This is an optimization exercise on Yosys and OpenROAD, whose aim is small area, a short achievable clock period and few clock cycles, not a production implementation. Function was checked by simulation only, so behaviour that the tests miss may differ from the original. Power figures rest on the tool's default switching activity, not on a simulated workload.

==> branch zinc: inputs <==
## sb_core
module sb_core (
    input  wire         clk,
    input  wire         rst_n,
    input  wire [7:0]   dev_addr,
    input  wire [31:0]  stale_ms,
    input  wire [31:0]  turn_ms,
    input  wire         en_crc_resp,
    input  wire         en_flag_resp,
    input  wire         full_duplex,
    input  wire         flow_ctrl,
    input  wire [31:0]  now_ms,
    input  wire         poll,
    input  wire         app_start,
    input  wire [2:0]   app_op,
    input  wire [2:0]   app_handle,
    input  wire [127:0] app_wdata,
    input  wire [4:0]   app_wlen,
    output wire         ready,
    output reg          done,
    output reg          app_result,
    output wire [127:0] app_rdata,
    output reg  [4:0]   app_rlen,
    output reg          on_write_valid,
    output wire [2:0]   on_write_index,
    input  wire         rx_valid,
    input  wire [7:0]   rx_data,
    output wire         rx_ready,
    output wire         tx_valid,
    output wire [7:0]   tx_data,
    input  wire         tx_ready,
    input  wire         tx_idle,
    output reg          dir
);
Settings: LEC_CHECK=0, CAP_MARGIN=20, CORE_MARGIN=2, CORE_UTILIZATION=55, PLACE_DENSITY=0.7, SLEW_MARGIN=20; clock period 10.0 ns.
standard.sh (not shown) runs the stock make flow with config.mk's settings and CLKGATE_MAP_FILE= SYNTH_SCRIPT=/design/flow/synth_recipe.tcl, a recipe that flattens the netlist after the stock synthesis.
==> flow/flow/run.sh <==
#!/bin/bash
set -euo pipefail
bash standard.sh "BUFFER_PORTS_ARGS=-buffer_cell sky130_fd_sc_hd__buf_1" SETUP_SLACK_MARGIN=6.4 finish > standard.log 2>&1
==> branch maple: changes against branch zinc <==
CORE_UTILIZATION = 70   (was 55)
PLACE_DENSITY = 0.8   (was 0.7)
==> branch lagoon: changes against branch zinc <==
--- a/flow/design.v
+++ b/flow/design.v
@@ -125,10 +125,11 @@
     reg         dreg;        
     reg [7:0]   crc;         
     reg         c_poll, c_read, c_da, c_db, c_d4, c_de;
     reg         f0, f1;      
     reg [7:0]   hb;          
+    reg [7:0]   lom;         
     reg         hit;
     reg [2:0]   hidx;
     reg         n_ok;        
     reg [4:0]   nlen;
     reg [4:0]   di;          
@@ -138,14 +139,13 @@
     reg         badcrc;      
     reg         sc_found;
     reg [2:0]   sc_j;
     reg [2:0]   sel;         
     reg         sic;         
-    reg         sic2;        
+    reg         hi_eq;       
     reg         pa_go;       
     reg         greet;       
-    reg         get;         
     reg         wr_app;      
     reg [31:0]  rd_lo;       
     localparam [1:0] T_IDLE = 2'd0, T_TURN = 2'd1, T_SEND = 2'd2, T_FLUSH = 2'd3;
     reg [1:0]   tx_st;
     reg         tx_v;
@@ -155,11 +155,11 @@
     reg [3:0]   tdi;         
     reg [7:0]   tx_crc;
     reg         fr_push;
     reg [2:0]   fr_c;        
     reg         pa;
-    wire [2:0] rsel = sel;
+    wire [2:0] rsel = busy ? sel : app_handle;
     reg  [31:0] lo_raw;
     always @* begin
         case (rsel)
             3'd0: lo_raw = {24'd0, it0};
             3'd1: lo_raw = {16'd0, it1};
@@ -170,15 +170,16 @@
             3'd6: lo_raw = it6;
             default: lo_raw = it7;
         endcase
     end
     wire [7:0]   sel_oh = 8'd1 << sel;
-    wire [31:0]  lo_val = |(iv & sel_oh) ? lo_raw : 32'd0;
-    wire [127:0] ival   = {it4[127:32], lo_val};
+    wire [31:0]  lo_val = |(iv & (8'd1 << rsel)) ? lo_raw : 32'd0;
     wire [4:0] sel_klen = (sel == 3'd0) ? 5'd1 : (sel == 3'd1) ? 5'd2 :
                           (sel == 3'd4) ? 5'd16 : 5'd4;
     wire [4:0] sel_len  = (sel == 3'd4) ? arr_len : sel_klen;
+    wire [4:0] h_len    = (app_handle == 3'd0) ? 5'd1 : (app_handle == 3'd1) ? 5'd2 :
+                          (app_handle == 3'd4) ? arr_len : 5'd4;
     assign ready          = ~busy;
     assign app_rdata      = {it4[127:32], rd_lo};
     assign on_write_index = sel;
     wire wlen_le16   = ~app_wlen[4] | (app_wlen[3:0] == 4'd0);
     wire wlen_ok_sel = (sel == 3'd4) ? wlen_le16 : (app_wlen == sel_klen);
@@ -190,12 +191,13 @@
     integer b;
     always @* begin
         for (b = 0; b < 16; b = b + 1)
             wmask[8*b +: 8] = {8{wm16[b]}};
     end
-    wire same_val = (app_wlen == app_rlen) &&
-                    ((({it4[127:32], rd_lo} ^ app_wdata) & wmask) == 128'd0);
+    wire hi_same  = (((it4[127:32] ^ app_wdata[127:32]) & wmask[127:32]) == 96'd0);
+    wire same_val = (app_wlen == app_rlen) && hi_eq &&
+                    (((rd_lo ^ app_wdata[31:0]) & wmask[31:0]) == 32'd0);
     wire [7:0] c_a, rx_crc_n, tx_crc_n;
     sb_crc8_step u_crc_a  (.c_in(dev_addr),                      .c_out(c_a));
     sb_crc8_step u_crc_rx (.c_in((cand ? crc : c_a) ^ rx_data),  .c_out(rx_crc_n));
     sb_crc8_step u_crc_tx (.c_in(tx_crc ^ tx_d),                 .c_out(tx_crc_n));
     wire full      = cnt[6];
@@ -205,26 +207,20 @@
     wire cmd_ok_x  = (rx_data == 8'hD0) || (rx_data == 8'hD1) || (rx_data == 8'hDA) ||
                      (rx_data == 8'hDB) || (rx_data == 8'hDC) || (rx_data == 8'hDD) ||
                      (rx_data == 8'hDE);
     wire in_frame  = acc & ~disc & cand;
     wire crc_ok    = (rx_data == crc);
-    reg       x_hit;
-    reg [2:0] x_idx;
-    always @* begin
-        x_hit = 1'b1;
-        case ({rx_data, hb})
-            16'h0000: x_idx = 3'd0;
-            16'h0010: x_idx = 3'd1;
-            16'h0002: x_idx = 3'd2;
-            16'h0003: x_idx = 3'd3;
-            16'h0004: x_idx = 3'd4;
-            16'h0100: x_idx = 3'd5;
-            16'h1234: x_idx = 3'd6;
-            16'hFFFF: x_idx = 3'd7;
-            default: begin x_hit = 1'b0; x_idx = 3'd0; end
-        endcase
-    end
+    wire [7:0] lom_x = {rx_data == 8'hFF, rx_data == 8'h34, rx_data == 8'h00,
+                        rx_data == 8'h04, rx_data == 8'h03, rx_data == 8'h02,
+                        rx_data == 8'h10, rx_data == 8'h00};
+    wire [7:0] him_x = {rx_data == 8'hFF, rx_data == 8'h12, rx_data == 8'h01,
+                        rx_data == 8'h00, rx_data == 8'h00, rx_data == 8'h00,
+                        rx_data == 8'h00, rx_data == 8'h00};
+    wire [7:0] am    = lom & him_x;      
+    wire       x_hit = |am;
+    wire [2:0] x_idx = {|am[7:4], am[7] | am[6] | am[3] | am[2],
+                        am[7] | am[5] | am[3] | am[1]};
     wire [2:0] s_st   = in_sweep ? sw_start : cursor;
     wire [2:0] s_wl   = sw_start - cursor;           
     reg        s_found;
     reg  [2:0] s_i;
     integer    si;
@@ -254,11 +250,12 @@
                          !hit    ? 3'd4 :
                          c_read  ? 3'd4 :
                          !suits  ? 3'd5 : 3'd0;
     wire [4:0]  tk1   = tk + 5'd1;
     wire [15:0] fr_ad = item_addr(sel);
-    wire [7:0]  dbyte = ival[8*tdi +: 8];
+    wire [127:0] rval = {it4[127:32], rd_lo};
+    wire [7:0]  dbyte = rval[8*tdi +: 8];
     reg  [7:0]  nbyte;
     always @* begin
         if (tk1 == tlast)
             nbyte = tx_crc_n;
         else if (tk1 == 5'd1)
@@ -306,21 +303,20 @@
         for (bi = 0; bi < 16; bi = bi + 1)
             if (di == bi)
                 stg[8*bi +: 8] <= rx_data;    
         sc_found <= s_found;
         rd_lo    <= lo_val;      
-        app_rlen <= sel_len;     
+        app_rlen <= busy ? sel_len : h_len;      
         sc_j     <= cursor + s_i;
     end
     always @(posedge clk) begin
         on_write_valid <= 1'b0;
         ap             <= 1'b0;
         wr_app         <= 1'b0;
         sic            <= 1'b0;
-        sic2           <= sic;
+        hi_eq          <= hi_same;
         pa_go          <= 1'b0;
-        get            <= 1'b0;
         done           <= 1'b0;
         chk            <= 1'b0;
         go    = 1'b0;
         rx_n  = rx_act;
         app_n = 1'b0;
@@ -359,15 +355,11 @@
                 end
                 3'd1: begin
                     sic   <= 1'b1;
                     app_n = 1'b1;
                 end
-                3'd2: begin
-                    app_result <= 1'b1;
-                    get   <= 1'b1;
-                    app_n = 1'b1;
-                end
+                3'd2: app_result <= 1'b1;
                 3'd3, 3'd4: begin
                     app_result <= full_duplex;
                     pa_go      <= full_duplex;
                     greet      <= app_op[2];      
                     if (full_duplex)
@@ -396,13 +388,11 @@
                     tdi     <= (pd_i == 3'd4) ? 4'd11 : 4'd13;
                     dirty   <= dirty & ~pd_oh;
                     pa      <= 1'b1;
                 end
             end
-            if (sic)
-                app_n = 1'b1;
-            if (sic2) begin
+            if (sic) begin
                 app_result     <= wlen_ok_sel & ~same_val;
                 on_write_valid <= wlen_ok_sel & ~same_val;
                 wr_app         <= wlen_ok_sel & ~same_val;
             end
             if (wr_app || (ap && crc_ok_r && wr_ok)) begin
@@ -484,11 +474,11 @@
                         k   <= k + 7'd1;
                         crc <= rx_crc_n;
                         rem <= rem - 7'd1;
                         nl  <= (rem == 7'd2);
                         if (k == 7'd2) begin
-                            hb <= rx_data;
+                            lom <= lom_x;
                             f0 <= (rx_data == 8'h00);
                             f1 <= (rx_data == 8'h01);
                         end
                         if (k == 7'd3) begin
                             hit  <= x_hit;
==> flow/flow/run.sh (replaced) <==
#!/bin/bash
set -euo pipefail
bash standard.sh "BUFFER_PORTS_ARGS=-buffer_cell sky130_fd_sc_hd__buf_1" SETUP_SLACK_MARGIN=6.7 finish > standard.log 2>&1
CTS_BUF_LIST = sky130_fd_sc_hd__clkbuf_4 sky130_fd_sc_hd__clkbuf_8   (was unset)
==> branch fjord: changes against branch zinc <==
--- a/flow/design.v
+++ b/flow/design.v
@@ -125,10 +125,11 @@
     reg         dreg;        
     reg [7:0]   crc;         
     reg         c_poll, c_read, c_da, c_db, c_d4, c_de;
     reg         f0, f1;      
     reg [7:0]   hb;          
+    reg [7:0]   lom;         
     reg         hit;
     reg [2:0]   hidx;
     reg         n_ok;        
     reg [4:0]   nlen;
     reg [4:0]   di;          
@@ -138,14 +139,13 @@
     reg         badcrc;      
     reg         sc_found;
     reg [2:0]   sc_j;
     reg [2:0]   sel;         
     reg         sic;         
-    reg         sic2;        
+    reg         hi_eq;       
     reg         pa_go;       
     reg         greet;       
-    reg         get;         
     reg         wr_app;      
     reg [31:0]  rd_lo;       
     localparam [1:0] T_IDLE = 2'd0, T_TURN = 2'd1, T_SEND = 2'd2, T_FLUSH = 2'd3;
     reg [1:0]   tx_st;
     reg         tx_v;
@@ -155,11 +155,11 @@
     reg [3:0]   tdi;         
     reg [7:0]   tx_crc;
     reg         fr_push;
     reg [2:0]   fr_c;        
     reg         pa;
-    wire [2:0] rsel = sel;
+    wire [2:0] rsel = busy ? sel : app_handle;
     reg  [31:0] lo_raw;
     always @* begin
         case (rsel)
             3'd0: lo_raw = {24'd0, it0};
             3'd1: lo_raw = {16'd0, it1};
@@ -170,15 +170,16 @@
             3'd6: lo_raw = it6;
             default: lo_raw = it7;
         endcase
     end
     wire [7:0]   sel_oh = 8'd1 << sel;
-    wire [31:0]  lo_val = |(iv & sel_oh) ? lo_raw : 32'd0;
-    wire [127:0] ival   = {it4[127:32], lo_val};
+    wire [31:0]  lo_val = |(iv & (8'd1 << rsel)) ? lo_raw : 32'd0;
     wire [4:0] sel_klen = (sel == 3'd0) ? 5'd1 : (sel == 3'd1) ? 5'd2 :
                           (sel == 3'd4) ? 5'd16 : 5'd4;
     wire [4:0] sel_len  = (sel == 3'd4) ? arr_len : sel_klen;
+    wire [4:0] h_len    = (app_handle == 3'd0) ? 5'd1 : (app_handle == 3'd1) ? 5'd2 :
+                          (app_handle == 3'd4) ? arr_len : 5'd4;
     assign ready          = ~busy;
     assign app_rdata      = {it4[127:32], rd_lo};
     assign on_write_index = sel;
     wire wlen_le16   = ~app_wlen[4] | (app_wlen[3:0] == 4'd0);
     wire wlen_ok_sel = (sel == 3'd4) ? wlen_le16 : (app_wlen == sel_klen);
@@ -190,12 +191,13 @@
     integer b;
     always @* begin
         for (b = 0; b < 16; b = b + 1)
             wmask[8*b +: 8] = {8{wm16[b]}};
     end
-    wire same_val = (app_wlen == app_rlen) &&
-                    ((({it4[127:32], rd_lo} ^ app_wdata) & wmask) == 128'd0);
+    wire hi_same  = (((it4[127:32] ^ app_wdata[127:32]) & wmask[127:32]) == 96'd0);
+    wire same_val = (app_wlen == app_rlen) && hi_eq &&
+                    (((rd_lo ^ app_wdata[31:0]) & wmask[31:0]) == 32'd0);
     wire [7:0] c_a, rx_crc_n, tx_crc_n;
     sb_crc8_step u_crc_a  (.c_in(dev_addr),                      .c_out(c_a));
     sb_crc8_step u_crc_rx (.c_in((cand ? crc : c_a) ^ rx_data),  .c_out(rx_crc_n));
     sb_crc8_step u_crc_tx (.c_in(tx_crc ^ tx_d),                 .c_out(tx_crc_n));
     wire full      = cnt[6];
@@ -205,26 +207,20 @@
     wire cmd_ok_x  = (rx_data == 8'hD0) || (rx_data == 8'hD1) || (rx_data == 8'hDA) ||
                      (rx_data == 8'hDB) || (rx_data == 8'hDC) || (rx_data == 8'hDD) ||
                      (rx_data == 8'hDE);
     wire in_frame  = acc & ~disc & cand;
     wire crc_ok    = (rx_data == crc);
-    reg       x_hit;
-    reg [2:0] x_idx;
-    always @* begin
-        x_hit = 1'b1;
-        case ({rx_data, hb})
-            16'h0000: x_idx = 3'd0;
-            16'h0010: x_idx = 3'd1;
-            16'h0002: x_idx = 3'd2;
-            16'h0003: x_idx = 3'd3;
-            16'h0004: x_idx = 3'd4;
-            16'h0100: x_idx = 3'd5;
-            16'h1234: x_idx = 3'd6;
-            16'hFFFF: x_idx = 3'd7;
-            default: begin x_hit = 1'b0; x_idx = 3'd0; end
-        endcase
-    end
+    wire [7:0] lom_x = {rx_data == 8'hFF, rx_data == 8'h34, rx_data == 8'h00,
+                        rx_data == 8'h04, rx_data == 8'h03, rx_data == 8'h02,
+                        rx_data == 8'h10, rx_data == 8'h00};
+    wire [7:0] him_x = {rx_data == 8'hFF, rx_data == 8'h12, rx_data == 8'h01,
+                        rx_data == 8'h00, rx_data == 8'h00, rx_data == 8'h00,
+                        rx_data == 8'h00, rx_data == 8'h00};
+    wire [7:0] am    = lom & him_x;      
+    wire       x_hit = |am;
+    wire [2:0] x_idx = {|am[7:4], am[7] | am[6] | am[3] | am[2],
+                        am[7] | am[5] | am[3] | am[1]};
     wire [2:0] s_st   = in_sweep ? sw_start : cursor;
     wire [2:0] s_wl   = sw_start - cursor;           
     reg        s_found;
     reg  [2:0] s_i;
     integer    si;
@@ -254,11 +250,12 @@
                          !hit    ? 3'd4 :
                          c_read  ? 3'd4 :
                          !suits  ? 3'd5 : 3'd0;
     wire [4:0]  tk1   = tk + 5'd1;
     wire [15:0] fr_ad = item_addr(sel);
-    wire [7:0]  dbyte = ival[8*tdi +: 8];
+    wire [127:0] rval = {it4[127:32], rd_lo};
+    wire [7:0]  dbyte = rval[8*tdi +: 8];
     reg  [7:0]  nbyte;
     always @* begin
         if (tk1 == tlast)
             nbyte = tx_crc_n;
         else if (tk1 == 5'd1)
@@ -306,21 +303,20 @@
         for (bi = 0; bi < 16; bi = bi + 1)
             if (di == bi)
                 stg[8*bi +: 8] <= rx_data;    
         sc_found <= s_found;
         rd_lo    <= lo_val;      
-        app_rlen <= sel_len;     
+        app_rlen <= busy ? sel_len : h_len;      
         sc_j     <= cursor + s_i;
     end
     always @(posedge clk) begin
         on_write_valid <= 1'b0;
         ap             <= 1'b0;
         wr_app         <= 1'b0;
         sic            <= 1'b0;
-        sic2           <= sic;
+        hi_eq          <= hi_same;
         pa_go          <= 1'b0;
-        get            <= 1'b0;
         done           <= 1'b0;
         chk            <= 1'b0;
         go    = 1'b0;
         rx_n  = rx_act;
         app_n = 1'b0;
@@ -359,15 +355,11 @@
                 end
                 3'd1: begin
                     sic   <= 1'b1;
                     app_n = 1'b1;
                 end
-                3'd2: begin
-                    app_result <= 1'b1;
-                    get   <= 1'b1;
-                    app_n = 1'b1;
-                end
+                3'd2: app_result <= 1'b1;
                 3'd3, 3'd4: begin
                     app_result <= full_duplex;
                     pa_go      <= full_duplex;
                     greet      <= app_op[2];      
                     if (full_duplex)
@@ -396,13 +388,11 @@
                     tdi     <= (pd_i == 3'd4) ? 4'd11 : 4'd13;
                     dirty   <= dirty & ~pd_oh;
                     pa      <= 1'b1;
                 end
             end
-            if (sic)
-                app_n = 1'b1;
-            if (sic2) begin
+            if (sic) begin
                 app_result     <= wlen_ok_sel & ~same_val;
                 on_write_valid <= wlen_ok_sel & ~same_val;
                 wr_app         <= wlen_ok_sel & ~same_val;
             end
             if (wr_app || (ap && crc_ok_r && wr_ok)) begin
@@ -484,11 +474,11 @@
                         k   <= k + 7'd1;
                         crc <= rx_crc_n;
                         rem <= rem - 7'd1;
                         nl  <= (rem == 7'd2);
                         if (k == 7'd2) begin
-                            hb <= rx_data;
+                            lom <= lom_x;
                             f0 <= (rx_data == 8'h00);
                             f1 <= (rx_data == 8'h01);
                         end
                         if (k == 7'd3) begin
                             hit  <= x_hit;
CORE_UTILIZATION = 70   (was 55)
CTS_BUF_LIST = sky130_fd_sc_hd__clkbuf_4 sky130_fd_sc_hd__clkbuf_8   (was unset)
PLACE_DENSITY = 0.8   (was 0.7)
==> summary of the runs <==
- Worst setup slack: branch fjord is worse than branch lagoon (0.042 ns).
- Final cell count: branch maple < branch fjord < branch zinc < branch lagoon.
- Hold slack: branch fjord > branch lagoon > branch zinc > branch maple.
- Flip-flop and latch count: branch zinc is lower than branch lagoon (6).
- Non-clock buffer count, lowest first: branch fjord, branch maple, branch zinc, branch lagoon.
- Branch fjord went through all stages and came out clean. Branch maple went through all stages and came out clean. Branch lagoon produced a clean layout. Branch zinc finished with timing, DRC and antenna clean.
- Global-route usage: branch zinc is lower than branch maple (10 points).
- Of branch fjord and branch maple, branch maple has the higher combinational power (gap about 20%, measured against branch maple).
- The highest sequential share of layout area belongs to branch fjord, the lowest to branch lagoon.
- Of branch fjord and branch zinc, branch zinc has the higher die area (gap 21%, measured against branch zinc).
- Routed wire length is about the same in branch fjord and branch zinc.
Testbench counts of branch zinc, summed over its fixed seeds: cycles 31,650.
Testbench counts of branch maple, summed over its fixed seeds: cycles 31,650.
Testbench counts of branch lagoon, summed over its fixed seeds: cycles 31,173.
Testbench counts of branch fjord, summed over its fixed seeds: cycles 31,173.

static timing again, ports no longer ideal:
The results above use ideal ports. As a check the final layouts listed here were re-extracted and re-timed, cells and wires unchanged. Step 1 sets driving cells, clkbuf_16 on the clock port and buf_2 on the other inputs (assumed; they add their load-dependent delay and slew). Step 2 moves the port delays by t, midway between the first and last clock arrival at a register: inputs arrive t later, outputs are due t later. That takes back most of the time a late clock gives input paths. a / b / c = no drivers / after step 1 / after step 2; a / b = the first two.
| run | shift t [ns] | setup slack, ns | hold slack, ns | worst slew at a driven data input, ns | pins driven straight from the clock port |
|---|---|---|---|---|---|
| branch zinc | 0.701 | 6.365 / 6.365 / 5.708 | 0.376 / 0.376 / 0.376 | 0.12 | 1 |
| branch maple | 0.693 | 6.241 / 6.261 / 5.568 | 0.356 / 0.356 / 0.356 | 0.10 | 1 |
| branch lagoon | 0.816 | 6.453 / 6.387 / 5.845 | 0.452 / 0.452 / 0.452 | 0.18 | 1 |
| branch fjord | 0.778 | 6.411 / 6.377 / 5.670 | 0.455 / 0.455 / 0.455 | 0.15 | 1 |
After both steps every run listed still meets setup and hold. The setup slack of branch fjord, which loses most, moves by -0.034 ns with the drivers and by -0.741 ns with both steps.
